Background: an optimization exercise with open tools, aiming at small area, a short achievable clock period and few clock cycles. Do not read the settings as production practice. No activity file was given, so power comes from the tool's default toggle rates.

==> run a <==
==> flow/design.v <==
module sdes12_engine (
    input  wire        clk,
    input  wire        rst,
    input  wire        cmd_valid,
    input  wire [31:0] cmd,
    output wire        cmd_ready,
    output wire [31:0] status,
    output wire [11:0] result
);
    localparam [3:0] OP_NOP     = 4'h0;
    localparam [3:0] OP_KEYGEN  = 4'h1;
    localparam [3:0] OP_ENCRYPT = 4'h2;
    localparam [3:0] OP_DECRYPT = 4'h3;
    localparam [3:0] OP_WRKEY   = 4'h4;
    localparam [3:0] OP_RDKEY   = 4'h5;
    localparam [3:0] OP_EXPAND  = 4'h6;
    localparam [3:0] OP_SUBST   = 4'h7;
    localparam [3:0] OP_ROUNDF  = 4'h8;
    localparam [3:0] OP_ROUND   = 4'h9;
    localparam [3:0] OP_FPERM   = 4'hA;
    localparam [2:0] E_NONE         = 3'd0;
    localparam [2:0] E_ROUNDS_RANGE = 3'd1;
    localparam [2:0] E_KEY_INVALID  = 3'd2;
    localparam [2:0] E_INDEX_RANGE  = 3'd3;
    localparam [2:0] E_ILLEGAL_CMD  = 3'd4;
    function [7:0] expand;
        input [5:0] h;
        expand = {h[5], h[4], h[2], h[3], h[2], h[3], h[1], h[0]};
    endfunction
    function [2:0] s1;
        input [3:0] j;
        case (j)
            4'd0:  s1 = 3'd5;  4'd1:  s1 = 3'd2;  4'd2:  s1 = 3'd1;  4'd3:  s1 = 3'd6;
            4'd4:  s1 = 3'd3;  4'd5:  s1 = 3'd4;  4'd6:  s1 = 3'd7;  4'd7:  s1 = 3'd0;
            4'd8:  s1 = 3'd1;  4'd9:  s1 = 3'd4;  4'd10: s1 = 3'd6;  4'd11: s1 = 3'd2;
            4'd12: s1 = 3'd0;  4'd13: s1 = 3'd7;  4'd14: s1 = 3'd5;  default: s1 = 3'd3;
        endcase
    endfunction
    function [2:0] s2;
        input [3:0] j;
        case (j)
            4'd0:  s2 = 3'd4;  4'd1:  s2 = 3'd0;  4'd2:  s2 = 3'd6;  4'd3:  s2 = 3'd5;
            4'd4:  s2 = 3'd7;  4'd5:  s2 = 3'd1;  4'd6:  s2 = 3'd3;  4'd7:  s2 = 3'd2;
            4'd8:  s2 = 3'd5;  4'd9:  s2 = 3'd3;  4'd10: s2 = 3'd0;  4'd11: s2 = 3'd7;
            4'd12: s2 = 3'd6;  4'd13: s2 = 3'd2;  4'd14: s2 = 3'd1;  default: s2 = 3'd4;
        endcase
    endfunction
    function [5:0] sbox;
        input [7:0] y;
        sbox = {s1(y[7:4]), s2(y[3:0])};
    endfunction
    function [11:0] stage;
        input [11:0] s;
        input [7:0]  k;
        input        on;
        stage = {s[5:0], s[11:6] ^ (on ? sbox(expand(s[5:0]) ^ k) : 6'd0)};
    endfunction
    function [11:0] swap;
        input [11:0] s;
        swap = {s[5:0], s[11:6]};
    endfunction
    function [7:0] key_sched;
        input [8:0] k;
        input integer i;
        integer b;
        begin
            for (b = 0; b < 8; b = b + 1)
                key_sched[b] = k[(b + 1 + 9 - i) % 9];
            if (i == 8)
                key_sched[6] = 1'b0;
        end
    endfunction
    function [1:0] blocks;
        input [3:0] n;
        blocks = (n == 4'd0) ? 2'd0 : (n <= 4'd3) ? 2'd1 : (n <= 4'd6) ? 2'd2 : 2'd3;
    endfunction
    reg        busy;
    reg        done;
    reg [2:0]  err;
    reg [8:0]  rkv;
    reg [71:0] rk;       
    reg [11:0] res;
    reg [3:0]  p_op;
    reg [3:0]  p_n;
    reg [2:0]  p_err;
    reg        p_dec;    
    reg [1:0]  p_last;   
    reg [1:0]  t;        
    reg [2:0]  p_mask;   
    reg [2:0]  on;       
    reg [11:0] st;       
    assign cmd_ready = ~busy & ~rst;
    wire accept = cmd_valid & ~busy & ~rst;
    wire [3:0]  c_op = cmd[31:28];
    wire [3:0]  c_n  = cmd[27:24];
    wire [11:0] c_d  = cmd[11:0];
    reg c_illegal;
    always @* begin
        c_illegal = (cmd[23:12] != 12'd0);
        case (c_op)
            OP_NOP:     if (c_n != 4'd0 || c_d != 12'd0)       c_illegal = 1'b1;
            OP_KEYGEN:  if (c_d[11:9] != 3'd0)                 c_illegal = 1'b1;
            OP_ENCRYPT: ;
            OP_DECRYPT: ;
            OP_WRKEY:   if (c_d[11:8] != 4'd0)                 c_illegal = 1'b1;
            OP_RDKEY:   if (c_d != 12'd0)                      c_illegal = 1'b1;
            OP_EXPAND:  if (c_n != 4'd0 || c_d[11:6] != 6'd0)  c_illegal = 1'b1;
            OP_SUBST:   if (c_n != 4'd0 || c_d[11:8] != 4'd0)  c_illegal = 1'b1;
            OP_ROUNDF:  if (c_d[11:6] != 6'd0)                 c_illegal = 1'b1;
            OP_ROUND:   ;
            OP_FPERM:   if (c_n != 4'd0)                       c_illegal = 1'b1;
            default:    c_illegal = 1'b1;
        endcase
    end
    wire [8:0] c_mask       = (9'd1 << c_n) - 9'd1;
    wire       c_keys_valid = ((rkv & c_mask) == c_mask);
    wire       c_key_valid  = rkv[c_n];
    reg [2:0] c_err;
    always @* begin
        c_err = E_NONE;
        if (c_illegal)
            c_err = E_ILLEGAL_CMD;
        else case (c_op)
            OP_KEYGEN:
                if (c_n > 4'd9) c_err = E_ROUNDS_RANGE;
            OP_ENCRYPT, OP_DECRYPT:
                if (c_n > 4'd9)         c_err = E_ROUNDS_RANGE;
                else if (!c_keys_valid) c_err = E_KEY_INVALID;
            OP_WRKEY:
                if (c_n > 4'd8) c_err = E_INDEX_RANGE;
            OP_RDKEY, OP_ROUNDF, OP_ROUND:
                if (c_n > 4'd8)        c_err = E_INDEX_RANGE;
                else if (!c_key_valid) c_err = E_KEY_INVALID;
            default: ;
        endcase
    end
    wire       c_round  = (c_op == OP_ROUND) || (c_op == OP_ROUNDF);
    wire       c_dec    = (c_op == OP_DECRYPT) && (c_n != 4'd0);
    wire       c_enc    = (c_op == OP_ENCRYPT) && (c_n != 4'd0);
    wire       c_pre    = c_dec && (c_n == 4'd2 || c_n == 4'd5 || c_n == 4'd8);
    wire [1:0] c_first  = c_dec ? 2'd3 - blocks(c_n) : c_round ? 2'd2 : 2'd0;
    wire [1:0] c_last   = (c_err != E_NONE) ? c_first :
                          (c_dec || c_round) ? 2'd2 :
                          c_enc ? blocks(c_n) - 2'd1 : 2'd0;
    reg [2:0] c_mask3;
    always @* begin
        case (c_n)
            4'd1, 4'd4, 4'd7: c_mask3 = c_dec ? 3'b100 : 3'b001;
            4'd2, 4'd5, 4'd8: c_mask3 = c_dec ? 3'b110 : 3'b011;
            4'd3, 4'd6, 4'd9: c_mask3 = 3'b111;
            default:          c_mask3 = 3'b000;
        endcase
        if (c_round)
            c_mask3 = 3'b100;
        else if (!c_enc && !c_dec)
            c_mask3 = 3'b000;
    end
    wire [2:0] c_on = (c_enc && c_n > 4'd3) ? 3'b111 : c_mask3;
    wire p_enc   = (p_op == OP_ENCRYPT) && !p_dec;
    wire p_round = (p_op == OP_ROUND) || (p_op == OP_ROUNDF);
    wire [7:0] rk_n = rk[8 * p_n +: 8];
    reg [7:0] k0, k1, k2;
    always @* begin
        case (t)
            2'd0:    begin k0 = rk[8*0 +: 8]; k1 = rk[8*1 +: 8]; k2 = rk[8*2 +: 8]; end
            2'd1:    begin k0 = rk[8*3 +: 8]; k1 = rk[8*4 +: 8]; k2 = rk[8*5 +: 8]; end
            default: begin k0 = rk[8*6 +: 8]; k1 = rk[8*7 +: 8]; k2 = rk[8*8 +: 8]; end
        endcase
        if (p_dec) begin
            case (t)
                2'd0:    begin k0 = rk[8*8 +: 8]; k1 = rk[8*7 +: 8]; k2 = rk[8*6 +: 8]; end
                2'd1:    begin k0 = rk[8*5 +: 8]; k1 = rk[8*4 +: 8]; k2 = rk[8*3 +: 8]; end
                default: begin k0 = rk[8*2 +: 8]; k1 = rk[8*1 +: 8]; k2 = rk[8*0 +: 8]; end
            endcase
        end
        if (p_round)
            k2 = rk_n;
    end
    wire [11:0] s1o = stage(st,  k0, on[0]);
    wire [11:0] s2o = stage(s1o, k1, on[1]);
    wire [11:0] out = stage(s2o, k2, on[2]);
    wire [11:0] d = st;
    wire enc_swap = (p_n == 4'd0) || (p_n == 4'd2) || (p_n == 4'd5) || (p_n == 4'd8);
    reg [11:0] p_res;
    always @* begin
        case (p_op)
            OP_ENCRYPT: p_res = (p_dec || !enc_swap) ? swap(out) : out;
            OP_DECRYPT: p_res = (p_dec || !enc_swap) ? swap(out) : out;
            OP_RDKEY:   p_res = {4'd0, rk_n};
            OP_EXPAND:  p_res = {4'd0, expand(d[5:0])};
            OP_SUBST:   p_res = {6'd0, sbox(d[7:0])};
            OP_ROUNDF:  p_res = {6'd0, out[5:0]};
            default:    p_res = out;    
        endcase
    end
    wire p_has_res = (p_op == OP_ENCRYPT) || (p_op == OP_DECRYPT) ||
                     (p_op == OP_RDKEY)   || (p_op == OP_EXPAND)  ||
                     (p_op == OP_SUBST)   || (p_op == OP_ROUNDF)  ||
                     (p_op == OP_ROUND)   || (p_op == OP_FPERM);
    wire finish = (t == p_last);
    wire commit = busy && finish && (p_err == E_NONE);
    always @(posedge clk) begin
        if (!busy) begin
            p_op   <= c_op;
            p_n    <= c_n;
            p_err  <= c_err;
            p_dec  <= c_dec;
            p_last <= c_last;
            t      <= c_first;
            p_mask <= c_mask3;
            on     <= c_on;
            st     <= c_pre ? swap(c_d) : c_d;
        end else begin
            t      <= t + 2'd1;
            on     <= (p_enc && t + 2'd1 == p_last) ? p_mask : 3'b111;
            st     <= out;
        end
    end
    always @(posedge clk) begin
        if (rst) begin
            busy <= 1'b0;
            done <= 1'b0;
            err  <= E_NONE;
            rkv  <= 9'd0;
            res  <= 12'd0;
        end else if (accept) begin
            busy <= 1'b1;
            done <= 1'b0;
            err  <= E_NONE;
        end else if (busy && finish) begin
            busy <= 1'b0;
            done <= 1'b1;
            err  <= p_err;
            if (p_op == OP_KEYGEN && p_err == E_ROUNDS_RANGE)
                rkv <= 9'd0;
            if (commit) begin
                if (p_op == OP_KEYGEN)
                    rkv <= (9'd1 << p_n) - 9'd1;
                if (p_op == OP_WRKEY)
                    rkv[p_n] <= 1'b1;
                if (p_has_res)
                    res <= p_res;
            end
        end
    end
    genvar gi;
    generate
        for (gi = 0; gi < 9; gi = gi + 1) begin : g_rk
            always @(posedge clk) begin
                if (commit && p_op == OP_KEYGEN)
                    rk[8 * gi +: 8] <= key_sched(d[8:0], gi);
                else if (commit && p_op == OP_WRKEY && p_n == gi)
                    rk[8 * gi +: 8] <= d[7:0];
            end
        end
    endgenerate
    assign status = {7'd0, rkv, 11'd0, err, done, busy};
    assign result = res;
endmodule
==> flow/run.sh <==
#!/bin/bash
# synth_recipe.tcl (not shown) runs the flow's synth.tcl, then flattens the netlist and writes it again
# the make line also repeats each setting of config.mk as NAME=value (left out here)
make -C /OpenROAD-flow-scripts/flow DESIGN_CONFIG=/design/flow/config.mk WORK_HOME=/design/flow/orfs CLKGATE_MAP_FILE= SYNTH_SCRIPT=/design/flow/synth_recipe.tcl finish
==> flow/config.mk <==
export PLATFORM = sky130hd
export DESIGN_NAME = sdes12_engine
export DESIGN_NICKNAME = sdes12_engine
export VERILOG_FILES = /design/flow/design.v
export SDC_FILE = /design/flow/constraint.sdc
export NUM_CORES = 4
export LEC_CHECK = 0
export ABC_AREA = 1
export CAP_MARGIN = 20
export CORE_MARGIN = 2
export CORE_UTILIZATION = 40
export SLEW_MARGIN = 20
==> flow/constraint.sdc <==
create_clock -name core_clock -period 10.0 [get_ports {clk}]
set_input_delay 2.0000 -clock core_clock [delete_from_list [all_inputs] [get_ports {clk}]]
set_output_delay 2.0000 -clock core_clock [all_outputs]
set_load 0.01 [all_outputs]
==> run b: changes against run a <==
--- a/flow/design.v
+++ b/flow/design.v
@@ -85,8 +85,9 @@
     reg [2:0]  p_err;
     reg        p_dec;    
-    reg [1:0]  p_last;   
-    reg [1:0]  t;        
+    reg        p_kslot1;  
+    reg [1:0]  rem;      
     reg [2:0]  p_mask;   
     reg [2:0]  on;       
+    reg [5:0]  ksel;     
     reg [11:0] st;       
     assign cmd_ready = ~busy & ~rst;
@@ -138,9 +139,28 @@
     wire       c_dec    = (c_op == OP_DECRYPT) && (c_n != 4'd0);
     wire       c_enc    = (c_op == OP_ENCRYPT) && (c_n != 4'd0);
-    wire       c_pre    = c_dec && (c_n == 4'd2 || c_n == 4'd5 || c_n == 4'd8);
-    wire [1:0] c_first  = c_dec ? 2'd3 - blocks(c_n) : c_round ? 2'd2 : 2'd0;
-    wire [1:0] c_last   = (c_err != E_NONE) ? c_first :
-                          (c_dec || c_round) ? 2'd2 :
-                          c_enc ? blocks(c_n) - 2'd1 : 2'd0;
+    wire       c_pre    = (c_dec && (c_n == 4'd2 || c_n == 4'd5 || c_n == 4'd8)) ||
+                          (c_round && c_kslot1);
+    wire [1:0] c_first  = c_dec ? 2'd3 - blocks(c_n) : 2'd0;
+    wire [1:0] c_rem    = (c_err == E_NONE && (c_enc || c_dec)) ? blocks(c_n) - 2'd1 : 2'd0;
+    wire       c_keyop  = c_round || (c_op == OP_RDKEY);
+    wire       c_kslot1 = (c_n == 4'd1 || c_n == 4'd4 || c_n == 4'd7);
+    reg  [5:0] c_ksel;
+    always @* begin
+        if (c_keyop) begin
+            case (c_n)
+                4'd0, 4'd1: c_ksel = 6'b000001;
+                4'd3, 4'd4: c_ksel = 6'b000010;
+                4'd6, 4'd7: c_ksel = 6'b000100;
+                4'd8:       c_ksel = 6'b001000;
+                4'd5:       c_ksel = 6'b010000;
+                default:    c_ksel = 6'b100000;
+            endcase
+        end else if (c_dec)
+            c_ksel = {3'b001 << c_first, 3'b000};
+        else if (c_enc)
+            c_ksel = 6'b000001;
+        else
+            c_ksel = 6'b000000;
+    end
     reg [2:0] c_mask3;
     always @* begin
@@ -152,5 +172,5 @@
         endcase
         if (c_round)
-            c_mask3 = 3'b100;
+            c_mask3 = c_kslot1 ? 3'b010 : 3'b001;
         else if (!c_enc && !c_dec)
             c_mask3 = 3'b000;
@@ -158,26 +178,20 @@
     wire [2:0] c_on = (c_enc && c_n > 4'd3) ? 3'b111 : c_mask3;
     wire p_enc   = (p_op == OP_ENCRYPT) && !p_dec;
-    wire p_round = (p_op == OP_ROUND) || (p_op == OP_ROUNDF);
-    wire [7:0] rk_n = rk[8 * p_n +: 8];
-    reg [7:0] k0, k1, k2;
-    always @* begin
-        case (t)
-            2'd0:    begin k0 = rk[8*0 +: 8]; k1 = rk[8*1 +: 8]; k2 = rk[8*2 +: 8]; end
-            2'd1:    begin k0 = rk[8*3 +: 8]; k1 = rk[8*4 +: 8]; k2 = rk[8*5 +: 8]; end
-            default: begin k0 = rk[8*6 +: 8]; k1 = rk[8*7 +: 8]; k2 = rk[8*8 +: 8]; end
-        endcase
-        if (p_dec) begin
-            case (t)
-                2'd0:    begin k0 = rk[8*8 +: 8]; k1 = rk[8*7 +: 8]; k2 = rk[8*6 +: 8]; end
-                2'd1:    begin k0 = rk[8*5 +: 8]; k1 = rk[8*4 +: 8]; k2 = rk[8*3 +: 8]; end
-                default: begin k0 = rk[8*2 +: 8]; k1 = rk[8*1 +: 8]; k2 = rk[8*0 +: 8]; end
-            endcase
-        end
-        if (p_round)
-            k2 = rk_n;
-    end
-    wire [11:0] s1o = stage(st,  k0, on[0]);
-    wire [11:0] s2o = stage(s1o, k1, on[1]);
-    wire [11:0] out = stage(s2o, k2, on[2]);
+    wire [7:0] k0 = ({8{ksel[0]}} & rk[0 +: 8]) | ({8{ksel[1]}} & rk[24 +: 8]) |
+                    ({8{ksel[2]}} & rk[48 +: 8]) | ({8{ksel[3]}} & rk[64 +: 8]) |
+                    ({8{ksel[4]}} & rk[40 +: 8]) | ({8{ksel[5]}} & rk[16 +: 8]);
+    wire [7:0] k1 = ({8{ksel[0]}} & rk[8 +: 8]) | ({8{ksel[1]}} & rk[32 +: 8]) |
+                    ({8{ksel[2]}} & rk[56 +: 8]) | ({8{ksel[3]}} & rk[56 +: 8]) |
+                    ({8{ksel[4]}} & rk[32 +: 8]) | ({8{ksel[5]}} & rk[8 +: 8]);
+    wire [7:0] k2 = ({8{ksel[0]}} & rk[16 +: 8]) | ({8{ksel[1]}} & rk[40 +: 8]) |
+                    ({8{ksel[2]}} & rk[64 +: 8]) | ({8{ksel[3]}} & rk[48 +: 8]) |
+                    ({8{ksel[4]}} & rk[24 +: 8]) | ({8{ksel[5]}} & rk[0 +: 8]);
+    wire [5:0] sl = st[11:6];
+    wire [5:0] sr = st[5:0];
+    wire [5:0] f0, f1, f2;
+    sdes12_kernel u_k0 (.e(k0),                .f(sr), .on(on[0]), .o(f0));
+    sdes12_kernel u_k1 (.e(expand(sl) ^ k1),   .f(f0), .on(on[1]), .o(f1));
+    sdes12_kernel u_k2 (.e(expand(sr) ^ k2),   .f(f1), .on(on[2]), .o(f2));
+    wire [11:0] out = {sr ^ f1, sl ^ f0 ^ f2};
     wire [11:0] d = st;
     wire enc_swap = (p_n == 4'd0) || (p_n == 4'd2) || (p_n == 4'd5) || (p_n == 4'd8);
@@ -187,8 +201,9 @@
             OP_ENCRYPT: p_res = (p_dec || !enc_swap) ? swap(out) : out;
             OP_DECRYPT: p_res = (p_dec || !enc_swap) ? swap(out) : out;
-            OP_RDKEY:   p_res = {4'd0, rk_n};
+            OP_RDKEY:   p_res = {4'd0, p_kslot1 ? k1 : k0};
             OP_EXPAND:  p_res = {4'd0, expand(d[5:0])};
             OP_SUBST:   p_res = {6'd0, sbox(d[7:0])};
-            OP_ROUNDF:  p_res = {6'd0, out[5:0]};
+            OP_ROUNDF:  p_res = {6'd0, p_kslot1 ? out[11:6] : out[5:0]};
+            OP_ROUND:   p_res = p_kslot1 ? swap(out) : out;
             default:    p_res = out;    
         endcase
@@ -198,5 +213,5 @@
                      (p_op == OP_SUBST)   || (p_op == OP_ROUNDF)  ||
                      (p_op == OP_ROUND)   || (p_op == OP_FPERM);
-    wire finish = (t == p_last);
+    wire finish = (rem == 2'd0);
     wire commit = busy && finish && (p_err == E_NONE);
     always @(posedge clk) begin
@@ -206,12 +221,14 @@
             p_err  <= c_err;
             p_dec  <= c_dec;
-            p_last <= c_last;
-            t      <= c_first;
+            p_kslot1 <= c_kslot1;
+            rem    <= c_rem;
             p_mask <= c_mask3;
             on     <= c_on;
+            ksel   <= c_ksel;
             st     <= c_pre ? swap(c_d) : c_d;
         end else begin
-            t      <= t + 2'd1;
-            on     <= (p_enc && t + 2'd1 == p_last) ? p_mask : 3'b111;
+            rem    <= rem - 2'd1;
+            on     <= (p_enc && rem == 2'd1) ? p_mask : 3'b111;
+            ksel   <= {ksel[4:3], 1'b0, ksel[1:0], 1'b0};
             st     <= out;
         end
@@ -258,2 +275,29 @@
     assign result = res;
 endmodule
+module sdes12_kernel (
+    input  wire [7:0] e,
+    input  wire [5:0] f,
+    input  wire       on,
+    output wire [5:0] o
+);
+    function [2:0] s1;
+        input [3:0] j;
+        case (j)
+            4'd0:  s1 = 3'd5;  4'd1:  s1 = 3'd2;  4'd2:  s1 = 3'd1;  4'd3:  s1 = 3'd6;
+            4'd4:  s1 = 3'd3;  4'd5:  s1 = 3'd4;  4'd6:  s1 = 3'd7;  4'd7:  s1 = 3'd0;
+            4'd8:  s1 = 3'd1;  4'd9:  s1 = 3'd4;  4'd10: s1 = 3'd6;  4'd11: s1 = 3'd2;
+            4'd12: s1 = 3'd0;  4'd13: s1 = 3'd7;  4'd14: s1 = 3'd5;  default: s1 = 3'd3;
+        endcase
+    endfunction
+    function [2:0] s2;
+        input [3:0] j;
+        case (j)
+            4'd0:  s2 = 3'd4;  4'd1:  s2 = 3'd0;  4'd2:  s2 = 3'd6;  4'd3:  s2 = 3'd5;
+            4'd4:  s2 = 3'd7;  4'd5:  s2 = 3'd1;  4'd6:  s2 = 3'd3;  4'd7:  s2 = 3'd2;
+            4'd8:  s2 = 3'd5;  4'd9:  s2 = 3'd3;  4'd10: s2 = 3'd0;  4'd11: s2 = 3'd7;
+            4'd12: s2 = 3'd6;  4'd13: s2 = 3'd2;  4'd14: s2 = 3'd1;  default: s2 = 3'd4;
+        endcase
+    endfunction
+    wire [7:0] y = e ^ {f[5], f[4], f[2], f[3], f[2], f[3], f[1], f[0]};
+    assign o = on ? {s1(y[7:4]), s2(y[3:0])} : 6'd0;
+endmodule
CORE_UTILIZATION = 60   (was 40)
SETUP_SLACK_MARGIN = 4.5   (was unset)
==> run c: changes against run a <==
--- a/flow/design.v
+++ b/flow/design.v
@@ -89,4 +89,5 @@
     reg [2:0]  p_mask;   
     reg [2:0]  on;       
+    reg [5:0]  ksel;     
     reg [11:0] st;       
     assign cmd_ready = ~busy & ~rst;
@@ -160,24 +161,18 @@
     wire p_round = (p_op == OP_ROUND) || (p_op == OP_ROUNDF);
     wire [7:0] rk_n = rk[8 * p_n +: 8];
-    reg [7:0] k0, k1, k2;
-    always @* begin
-        case (t)
-            2'd0:    begin k0 = rk[8*0 +: 8]; k1 = rk[8*1 +: 8]; k2 = rk[8*2 +: 8]; end
-            2'd1:    begin k0 = rk[8*3 +: 8]; k1 = rk[8*4 +: 8]; k2 = rk[8*5 +: 8]; end
-            default: begin k0 = rk[8*6 +: 8]; k1 = rk[8*7 +: 8]; k2 = rk[8*8 +: 8]; end
-        endcase
-        if (p_dec) begin
-            case (t)
-                2'd0:    begin k0 = rk[8*8 +: 8]; k1 = rk[8*7 +: 8]; k2 = rk[8*6 +: 8]; end
-                2'd1:    begin k0 = rk[8*5 +: 8]; k1 = rk[8*4 +: 8]; k2 = rk[8*3 +: 8]; end
-                default: begin k0 = rk[8*2 +: 8]; k1 = rk[8*1 +: 8]; k2 = rk[8*0 +: 8]; end
-            endcase
-        end
-        if (p_round)
-            k2 = rk_n;
-    end
-    wire [11:0] s1o = stage(st,  k0, on[0]);
-    wire [11:0] s2o = stage(s1o, k1, on[1]);
-    wire [11:0] out = stage(s2o, k2, on[2]);
+    wire [7:0] k0 = ({8{ksel[0]}} & rk[0 +: 8]) | ({8{ksel[1]}} & rk[24 +: 8]) |
+                    ({8{ksel[2]}} & rk[48 +: 8]) | ({8{ksel[3]}} & rk[64 +: 8]) |
+                    ({8{ksel[4]}} & rk[40 +: 8]) | ({8{ksel[5]}} & rk[16 +: 8]);
+    wire [7:0] k1 = ({8{ksel[0]}} & rk[8 +: 8]) | ({8{ksel[1]}} & rk[32 +: 8]) |
+                    ({8{ksel[2]}} & rk[56 +: 8]) | ({8{ksel[3]}} & rk[56 +: 8]) |
+                    ({8{ksel[4]}} & rk[32 +: 8]) | ({8{ksel[5]}} & rk[8 +: 8]);
+    wire [7:0] k2 = ({8{ksel[0]}} & rk[16 +: 8]) | ({8{ksel[1]}} & rk[40 +: 8]) |
+                    ({8{ksel[2]}} & rk[64 +: 8]) | ({8{ksel[3]}} & rk[48 +: 8]) |
+                    ({8{ksel[4]}} & rk[24 +: 8]) | ({8{ksel[5]}} & rk[0 +: 8]) |
+                    ({8{p_round}} & rk_n);
+    wire [11:0] s1o, s2o, out;
+    sdes12_stage u_s0 (.s(st),  .k(k0), .on(on[0]), .o(s1o));
+    sdes12_stage u_s1 (.s(s1o), .k(k1), .on(on[1]), .o(s2o));
+    sdes12_stage u_s2 (.s(s2o), .k(k2), .on(on[2]), .o(out));
     wire [11:0] d = st;
     wire enc_swap = (p_n == 4'd0) || (p_n == 4'd2) || (p_n == 4'd5) || (p_n == 4'd8);
@@ -210,8 +205,11 @@
             p_mask <= c_mask3;
             on     <= c_on;
+            ksel   <= c_dec ? {3'b001 << c_first, 3'b000} :
+                      c_enc ? {3'b000, 3'b001 << c_first} : 6'd0;
             st     <= c_pre ? swap(c_d) : c_d;
         end else begin
             t      <= t + 2'd1;
             on     <= (p_enc && t + 2'd1 == p_last) ? p_mask : 3'b111;
+            ksel   <= {ksel[4:3], 1'b0, ksel[1:0], 1'b0};
             st     <= out;
         end
@@ -258,2 +256,30 @@
     assign result = res;
 endmodule
+module sdes12_stage (
+    input  wire [11:0] s,
+    input  wire [7:0]  k,
+    input  wire        on,
+    output wire [11:0] o
+);
+    function [2:0] s1;
+        input [3:0] j;
+        case (j)
+            4'd0:  s1 = 3'd5;  4'd1:  s1 = 3'd2;  4'd2:  s1 = 3'd1;  4'd3:  s1 = 3'd6;
+            4'd4:  s1 = 3'd3;  4'd5:  s1 = 3'd4;  4'd6:  s1 = 3'd7;  4'd7:  s1 = 3'd0;
+            4'd8:  s1 = 3'd1;  4'd9:  s1 = 3'd4;  4'd10: s1 = 3'd6;  4'd11: s1 = 3'd2;
+            4'd12: s1 = 3'd0;  4'd13: s1 = 3'd7;  4'd14: s1 = 3'd5;  default: s1 = 3'd3;
+        endcase
+    endfunction
+    function [2:0] s2;
+        input [3:0] j;
+        case (j)
+            4'd0:  s2 = 3'd4;  4'd1:  s2 = 3'd0;  4'd2:  s2 = 3'd6;  4'd3:  s2 = 3'd5;
+            4'd4:  s2 = 3'd7;  4'd5:  s2 = 3'd1;  4'd6:  s2 = 3'd3;  4'd7:  s2 = 3'd2;
+            4'd8:  s2 = 3'd5;  4'd9:  s2 = 3'd3;  4'd10: s2 = 3'd0;  4'd11: s2 = 3'd7;
+            4'd12: s2 = 3'd6;  4'd13: s2 = 3'd2;  4'd14: s2 = 3'd1;  default: s2 = 3'd4;
+        endcase
+    endfunction
+    wire [7:0] y = {s[5], s[4], s[2], s[3], s[2], s[3], s[1], s[0]} ^ k;
+    wire [5:0] f = {s1(y[7:4]), s2(y[3:0])};
+    assign o = {s[5:0], s[11:6] ^ (on ? f : 6'd0)};
+endmodule
==> notes <==
The lowest via count belongs to run b, the highest to run a. Between run c and run a, the lower sequential share of layout area is in run a (gap 1.2 points). Between run b and run c, the lower cell count is in run b (gap about 10%, measured against run c). Between run a and run c, the lower synthesized cell count is in run c (gap 2.7%, measured against run c). Die area, lowest first: run b, run c, run a. Register-to-register slack: run b > run c > run a. Flip-flop and latch count: run a is lower than run b (5). Of run b and run c, run b has the higher clock power (gap 4.5%, measured against run c). Clock skew: run c < run b < run a. Wire length, highest first: run a, run c, run b.
No functional check of the RTL was part of any run of this note.

port drivers added, routing unchanged:
How much do the figures lean on ideal ports? The routed layouts below were timed once more, with nothing changed but the port constraints. Step 1 sets driving cells, clkbuf_16 on the clock port and buf_2 on the other inputs (assumed; they add their load-dependent delay and slew). Step 2 also shifts input and output timing later by t, the mid clock arrival at the registers, as if the neighbouring blocks saw the same clock. Slacks: no drivers / after step 1 / after step 2; pairs: no drivers / after step 1.
run | t (ns) | slack for setup (ns) | worst register clock-pin slew, ns
run a | 0.478 | 3.786 / 3.786 / 3.786 | 0.08 / 0.08
run b | 0.476 | 4.662 / 4.646 / 4.616 | 0.07 / 0.07
run c | 0.480 | 4.369 / 4.346 / 4.346 | 0.07 / 0.07
After both steps every run listed still meets setup and hold. For run b, which loses most, drivers alone change the setup slack by -0.016 ns; drivers and shift together by -0.046 ns.
